Background: an optimization exercise with open tools, aiming at small area, a short achievable clock period and few clock cycles. Do not read the settings as production practice. Only simulation tests tie the RTL to the original design; equivalence was not proved. No activity file was given, so power comes from the tool's default toggle rates.

`flow/design.v`:
```
module rx_framer #(
    parameter CAP         = 128,         
    parameter IDX_W       = 7,           
    parameter MAX_PAYLOAD = 48,          
    parameter STG_AW      = 6            
) (
    input  wire             clk,
    input  wire             rst,           
    input  wire             init,          
    input  wire             rx_valid,      
    input  wire [7:0]       rx_data,
    input  wire             cfg_valid,     
    input  wire [7:0]       cfg_max_type,
    input  wire [1:0]       cfg_sel,       
    output wire [7:0]       val_type,      
    output wire [7:0]       val_len,
    input  wire             val_ok,
    output wire             disp_valid,    
    input  wire             disp_ready,
    output wire [1:0]       disp_tag,
    output wire [7:0]       disp_type,
    output wire [7:0]       disp_len,
    input  wire [STG_AW-1:0] stg_raddr,    
    output wire [7:0]       stg_rdata,
    output wire [IDX_W-1:0] rx_count,      
    output wire [15:0]      overflow_count,
    output wire             rx_fault,
    output wire             configured
);
    localparam [7:0] START1 = 8'hA5;
    localparam [7:0] START2 = 8'h5A;
    localparam [3:0] S_AWAIT1 = 4'd0,
                     S_AWAIT2 = 4'd1,
                     S_TYPE   = 4'd2,
                     S_SEQ    = 4'd3,
                     S_LEN    = 4'd4,
                     S_PAY    = 4'd5,
                     S_CKH    = 4'd6,
                     S_CKL    = 4'd7,
                     S_COPY   = 4'd8,    
                     S_DISP   = 4'd9;    
    function [15:0] crc16_update;
        input [15:0] c;
        input [7:0]  b;
        integer k;
        reg [15:0] x;
        begin
            x = c ^ {b, 8'h00};
            for (k = 0; k < 8; k = k + 1)
                x = x[15] ? ((x << 1) ^ 16'h1021) : (x << 1);
            crc16_update = x;
        end
    endfunction
    function [3:0] resync_state;
        input [7:0] first;
        input [7:0] second;
        begin
            if (first == START1 && second == START2) resync_state = S_TYPE;
            else if (second == START1)               resync_state = S_AWAIT2;
            else                                     resync_state = S_AWAIT1;
        end
    endfunction
    reg [7:0]       ring [0:CAP-1];
    reg [7:0]       stg  [0:MAX_PAYLOAD-1];
    reg [IDX_W-1:0] head, tail, cursor;
    reg [15:0]      ovf_cnt;
    reg             fault;
    reg             spec_lost;
    reg [3:0]       pstate;
    reg [7:0]       packet_type, sequence_number, payload_length, bytes_remaining;
    reg [15:0]      running_checksum, received_checksum;
    reg             cfg_done;
    reg [7:0]       max_packet_type;
    reg [1:0]       sel;
    reg [IDX_W-1:0] copy_base;      
    reg [7:0]       copy_idx;
    wire [7:0]       b      = ring[cursor];
    wire             avail  = (tail != cursor);
    wire             in_spec = (pstate == S_PAY) || (pstate == S_CKH) || (pstate == S_CKL);
    wire [15:0]      rx_ck_full = {received_checksum[15:8], b};
    reg [IDX_W-1:0] n_head, n_cursor, n_tail;
    reg [3:0]       n_pstate;
    reg [7:0]       n_type, n_seq, n_plen, n_brem, n_copy_idx;
    reg [15:0]      n_run, n_rcv, n_ovf;
    reg             n_spec_lost, n_fault;
    reg [IDX_W-1:0] n_copy_base;
    reg             stg_we;
    always @* begin
        n_head      = head;
        n_cursor    = cursor;
        n_tail      = tail;
        n_pstate    = pstate;
        n_type      = packet_type;
        n_seq       = sequence_number;
        n_plen      = payload_length;
        n_brem      = bytes_remaining;
        n_run       = running_checksum;
        n_rcv       = received_checksum;
        n_ovf       = ovf_cnt;
        n_spec_lost = spec_lost;
        n_fault     = fault;
        n_copy_base = copy_base;
        n_copy_idx  = copy_idx;
        stg_we      = 1'b0;
        if (cfg_done) begin
            if (pstate == S_COPY) begin
                stg_we = 1'b1;
                n_copy_idx = copy_idx + 8'd1;
                if (copy_idx + 8'd1 == payload_length)
                    n_pstate = S_DISP;
            end else if (pstate == S_DISP) begin
                if (disp_ready)
                    n_pstate = S_AWAIT1;
            end else if (in_spec && spec_lost) begin
                n_cursor    = head;
                n_pstate    = S_AWAIT1;
                n_spec_lost = 1'b0;
            end else if (avail) begin
                n_cursor = cursor + 1'b1;
                if (!in_spec)
                    n_head = cursor + 1'b1;
                case (pstate)
                    S_AWAIT1: n_pstate = (b == START1) ? S_AWAIT2 : S_AWAIT1;
                    S_AWAIT2: begin
                        if (b == START2)      n_pstate = S_TYPE;
                        else if (b == START1) n_pstate = S_AWAIT2;
                        else                  n_pstate = S_AWAIT1;
                    end
                    S_TYPE: begin
                        if (b <= max_packet_type) begin
                            n_type   = b;
                            n_pstate = S_SEQ;
                        end else if (b == START1) begin
                            n_pstate = S_AWAIT2;
                        end else begin
                            n_pstate = S_AWAIT1;
                        end
                    end
                    S_SEQ: begin
                        n_seq    = b;
                        n_pstate = S_LEN;
                    end
                    S_LEN: begin
                        if (b <= MAX_PAYLOAD && val_ok) begin
                            n_plen      = b;
                            n_run       = crc16_update(crc16_update(crc16_update(16'hFFFF,
                                              packet_type), sequence_number), b);
                            n_spec_lost = 1'b0;
                            if (b == 8'd0) begin
                                n_pstate = S_CKH;
                            end else begin
                                n_brem   = b;
                                n_pstate = S_PAY;
                            end
                        end else begin
                            n_pstate = resync_state(sequence_number, b);
                        end
                    end
                    S_PAY: begin
                        n_run  = crc16_update(running_checksum, b);
                        n_brem = bytes_remaining - 8'd1;
                        if (bytes_remaining == 8'd1)
                            n_pstate = S_CKH;
                    end
                    S_CKH: begin
                        n_rcv    = {b, received_checksum[7:0]};
                        n_pstate = S_CKL;
                    end
                    S_CKL: begin
                        n_rcv = rx_ck_full;
                        if (rx_ck_full == running_checksum) begin
                            n_head      = cursor + 1'b1;
                            n_copy_base = head;
                            n_copy_idx  = 8'd0;
                            n_pstate    = (payload_length == 8'd0) ? S_DISP : S_COPY;
                        end else begin
                            n_cursor = head;
                            n_pstate = resync_state(sequence_number, payload_length);
                        end
                    end
                    default: n_pstate = S_AWAIT1;
                endcase
            end
        end
        if (rx_valid) begin
            n_tail = tail + 1'b1;
            if (n_tail == n_head) begin
                if (n_cursor == n_head)
                    n_cursor = n_cursor + 1'b1;
                n_head      = n_head + 1'b1;
                n_ovf       = ovf_cnt + 16'd1;
                n_fault     = 1'b1;
                n_spec_lost = 1'b1;
            end
        end
    end
    always @(posedge clk) begin
        if (rst || init) begin
            head              <= {IDX_W{1'b0}};
            tail              <= {IDX_W{1'b0}};
            cursor            <= {IDX_W{1'b0}};
            ovf_cnt           <= 16'd0;
            fault             <= 1'b0;
            spec_lost         <= 1'b0;
            pstate            <= S_AWAIT1;
            packet_type       <= 8'd0;
            sequence_number   <= 8'd0;
            payload_length    <= 8'd0;
            bytes_remaining   <= 8'd0;
            running_checksum  <= 16'd0;
            received_checksum <= 16'd0;
            copy_base         <= {IDX_W{1'b0}};
            copy_idx          <= 8'd0;
        end else begin
            head              <= n_head;
            tail              <= n_tail;
            cursor            <= n_cursor;
            ovf_cnt           <= n_ovf;
            fault             <= n_fault;
            spec_lost         <= n_spec_lost;
            pstate            <= n_pstate;
            packet_type       <= n_type;
            sequence_number   <= n_seq;
            payload_length    <= n_plen;
            bytes_remaining   <= n_brem;
            running_checksum  <= n_run;
            received_checksum <= n_rcv;
            copy_base         <= n_copy_base;
            copy_idx          <= n_copy_idx;
        end
    end
    always @(posedge clk) begin
        if (rst) begin
            cfg_done        <= 1'b0;
            max_packet_type <= 8'd0;
            sel             <= 2'd0;
        end else if (cfg_valid && !init) begin
            cfg_done        <= 1'b1;
            max_packet_type <= cfg_max_type;
            sel             <= cfg_sel;
        end
    end
    always @(posedge clk) begin
        if (!rst && !init && rx_valid)
            ring[tail] <= rx_data;
    end
    wire [IDX_W-1:0] copy_addr = copy_base + copy_idx[IDX_W-1:0];
    always @(posedge clk) begin
        if (!rst && !init && stg_we)
            stg[copy_idx[STG_AW-1:0]] <= ring[copy_addr];
    end
    assign val_type       = packet_type;
    assign val_len        = b;
    assign disp_valid     = (pstate == S_DISP);
    assign disp_tag       = sel;
    assign disp_type      = packet_type;
    assign disp_len       = payload_length;
    assign stg_rdata      = (stg_raddr < MAX_PAYLOAD) ? stg[stg_raddr] : 8'h00;
    assign rx_count       = tail - head;
    assign overflow_count = ovf_cnt;
    assign rx_fault       = fault;
    assign configured     = cfg_done;
endmodule
```
`flow/run.sh`:
```
#!/bin/bash
# synth_recipe.tcl (not shown) runs the flow's synth.tcl, then flattens the netlist and writes it again
# the make line also repeats each setting of config.mk as NAME=value (left out here)
make -C /OpenROAD-flow-scripts/flow DESIGN_CONFIG=/design/flow/config.mk WORK_HOME=/design/flow/orfs CLKGATE_MAP_FILE= SYNTH_SCRIPT=/design/flow/synth_recipe.tcl finish
```
`flow/constraint.sdc`:
```
create_clock -name core_clock -period 8.5 [get_ports {clk}]
set_input_delay 1.7000 -clock core_clock [delete_from_list [all_inputs] [get_ports {clk}]]
set_output_delay 1.7000 -clock core_clock [all_outputs]
set_load 0.01 [all_outputs]
```
`flow/config.mk`:
```
export PLATFORM = sky130hd
export DESIGN_NAME = rx_framer
export DESIGN_NICKNAME = rx_framer
export VERILOG_FILES = /design/flow/design.v
export SDC_FILE = /design/flow/constraint.sdc
export NUM_CORES = 4
export LEC_CHECK = 0
export CAP_MARGIN = 20
export CORE_MARGIN = 2
export CORE_UTILIZATION = 40
export SLEW_MARGIN = 20
```
==> key figures <==
Detailed routing
  • Pre-antenna DRT Iters: 8
  • Remaining antenna violation count after routing: 0
  • DRT iter0 DRCs: between 5000 and 6000
  • Via/cell ratio: ~6.3
  • Total wire length: 220000 µm
  • DR WL/cell: around 32 µm
  • Via count: about 43000
  • Remaining DRCs: 0

Floorplanning
  • Core area: ~180000 µm²
  • Die area: ~180000 µm²
  • Die X-Extent: between 400 and 500 µm
  • Io pins: around 100
  • Initial Utilization: 0.402
  • Die height: 428 µm
  • Rows: about 160

Power
  • Peak supply drop: a little under 0.2 mV
  • Pwr Density: around 200 nW/µm²
  • Static Leak: approximately 24 nW

Critical path
  • Crit Path Max Fanout: 22
  • Worst Setup End Kind: output pin
  • WS Path Type: reg -> out
  • CP Data Arrival Time: about 5.7 ns
  • Setup crit start kind: register
  • CP required: between 6 and 7 ns

Logic synthesis
  • Cell variety after synth: between 90 and 100
  • Mean Syn Cell Area: ~17 µm²
  • Netlist Area Pre-Place: between 70000 and 80000 µm²
  • Gate Count Post-Synth: about 4200
  • Post-synth EDFFs: 1408
  • Yosys warns: 1
  • Yosys reg bits: between 1500 and 2000
  • Register area share after synthesis: 0.624
  • Predominant post-synthesis flop cell: edfxtp_1
  • Fraction of registers with async set/reset: 0
  • Syn_nets: ~4300

Final layout
  • Layout cells sized above 1: 0.251
  • FF+latch area: between 40000 and 50000 µm²
  • Multi-input logic area: 25500 µm²
  • Area Overhead vs Synth: 12.7%
  • Commonest non-fill, non-tap cells in the layout: edfxtp_1, mux4_2, nor2_1
  • Most common cell after layout, fill and taps aside: edfxtp_1
  • Final Instance Area: ~81000 µm²
  • Final Non-Filler Cells: a little under 7000
  • NumNets Final: about 4400
  • Fill count: between 15000 and 20000

Timing
  • Setup violators final: 0
  • Slew margin rel.: 0.181
  • Final hold vios: 0
  • Clk_skew: 0.0364 ns
  • Highest Clock Rate: around 140 MHz
  • RSZ-0062 raised after global routing: false
  • Sum Neg Setup Slack: 0 ns
  • Fin crit period: around 7.3 ns
  • Final slew viol count: 0
  • Period utilization: 0.864
  • Worst-margin pin slew: 1.21 ns

Clock tree
  • Clock tree buffer depth: 3
  • CTS buffer count: 160
  • CTS Root Cell: clkbuf_16
  • Clk slew on worst S/H paths: about 0.060 ns
  • Post CTS Setup Buffer Count: 0
  • Clock Sink Count: around 1500
  • TritonCTS clock tree: done
  • Post-CTS Hold Fix Bufs: 0
  • Clk Latency, worst-skew pair: 0.84 ns
  • H-tree levels: 4
  • Post-CTS sizing: 0

GRT
  • Initial antenna violation count: 5
  • Largest net degree at the start of global routing: 102
  • First-pass GRT wire length: 312000 µm
  • Vias in the first global route: approximately 42000
  • GRT Residual Overflow: 0
  • Total Routing Usage GR: 0.239

Worst hold path
  • Hold Crit Class: reg -> reg

Placed design
  • Routability cong.: 0.965
  • Placement Cell Area: roughly 76000 µm²
  • Port buffer count: 98
  • Final HPWL DP: 144000 µm
  • Placed Cells: approximately 6500

Outcome
  • Run status: complete, no violations

Job
  • Max-cap viol count: 0
critical path, cell delays in order, from the launching register on:
cell and delay (ns):
dfxtp_2 0.68, buf_4 0.46, or2_0 0.93, a221oi_1 0.24, o21ai_0 0.45, nand4_1 0.36, a22o_1 0.31, a21oi_2 0.64
inv_1 0.19, clkdlybuf4s50_1 0.53
report_power, final:
part	switching [mW]	internal, mW	leakage, nW
Combinational	0.413	0.248	8.15
Sequential	0.0147	8.21	13.7
Clock	3.07	3.86	2.49
final cells by class:
| class | count | area share |
|---|---|---|
| inverters | 58 | 0.00269 |
| clock buffers | 205 | 0.0521 |
| flip-flops and latches | 1533 | 0.554 |
| well taps | 2355 | 0.0364 |
| repair buffers | 245 | 0.0283 |
| diodes | 1 | 0.0000309 |
| clock inverters | 88 | 0.0118 |
| multi-input cells | 2354 | 0.315 |
registers in the layout (all words and copies together) (netlist names), 16 cells and up:
name              flops
stg                 384
ring               1024
ovf_cnt              16
running_checksum     16
stage by stage:
stage | util | hold slack (ns) | setup slack [ns] | power [mW]
5_1_grt | 0.454 | 0.483 | 0.968 | 16.2
3_3_place_gp | 0.423 | 0.442 | 1.53 | 9.04
3_5_place_dp | 0.424 | 0.449 | 1.50 | 9.04
4_1_cts | 0.453 | 0.457 | 1.37 | 15.9
2_1_floorplan | - | 0.436 | 2.66 | 8.76
6_report | 0.454 | 0.455 | 1.15 | 15.8
cell usage after synthesis (all sizes together) (7+ instances only):
library cell / n / area share
edfxtp: 1408 / 0.59
mux4: 644 / 0.20
nor2: 351 / 0.018
nand2: 224 / 0.012
clkbuf: 167 / 0.0087
mux2i: 151 / 0.021
buf: 131 / 0.012
a21oi: 125 / 0.0089
dfxtp: 125 / 0.035
xnor2: 118 / 0.015
nand3: 82 / 0.0059
inv: 58 / 0.0030
o21ai: 57 / 0.0040
o22ai: 55 / 0.0048
a22oi: 49 / 0.0053
xor2: 45 / 0.0055
nor3: 38 / 0.0028
nand4: 35 / 0.0034
nor2b: 32 / 0.0028
or3: 29 / 0.0026
ha: 28 / 0.0049
a211oi: 22 / 0.0024
nand2b: 22 / 0.0019
nor4: 19 / 0.0023
a31oi: 18 / 0.0017
mux2: 18 / 0.0028
o211ai: 16 / 0.0017
o311ai: 15 / 0.0018
o41ai: 13 / 0.0017
and3: 11 / 0.00096
or2: 10 / 0.00087
a211o: 9 / 0.0011
a21o: 9 / 0.00094
nand3b: 9 / 0.00094
o2111ai: 9 / 0.0012
and2: 8 / 0.00070
a22o: 7 / 0.00085
o21bai: 7 / 0.00073
o32a: 7 / 0.00099
path summary, 6_finish.rpt:
check | from | to | slack, ns | cells past startpoint
worst max-delay path | cursor[3] | val_len[2] | 1.15 | 9
worst min-delay path | sel[0] | sel[0] | 0.45 | 2
worst max register to register | cursor[3] | ovf_cnt[8] | 1.31 | 15
worst min register to register | sel[0] | sel[0] | 0.45 | 2
kinds of logic after synthesis:
family | synth area share
flip-flops | 0.624
AND/OR/NAND/NOR | 0.0578
multiplexers | 0.226
AO/OA/AOI/OAI | 0.0428
buffers and inverters | 0.0241
XOR/XNOR | 0.0200
adder cells (fa/ha/maj) | 0.00544
routing by layer:
metal,GRT usage,vias up,share of wire
li1,-,17500,-
met1,0.323,22500,0.39
met2,0.370,2533,0.46
met3,0.0679,457,0.11
met4,0.0861,4,0.038
met5,0,-,0.00044
Testbench counts, summed over its fixed seeds: cycles 24,942.

what the ideal ports hide:
How much do the figures lean on ideal ports? The routed layout below was timed once more, with nothing changed but the port constraints.
Step 1, drivers: a clkbuf_16 drives clk and a buf_2 each remaining input, both assumed.
Step 2 also shifts input and output timing later by t, the mid clock arrival at the registers, as if the neighbouring blocks saw the same clock.
Slacks: ideal ports / drivers / drivers and shift; pairs: ideal ports / drivers.
t, ns: 0.912
setup slack, ns: 1.155 / 1.061 / 1.308
worst setup path after step 2: register to register
slew at the worst register clock pin (ns): 0.07 / 0.07
After both steps this run still meets setup and hold. The setup slack of this run moves by -0.094 ns with the drivers and by +0.153 ns with both steps.
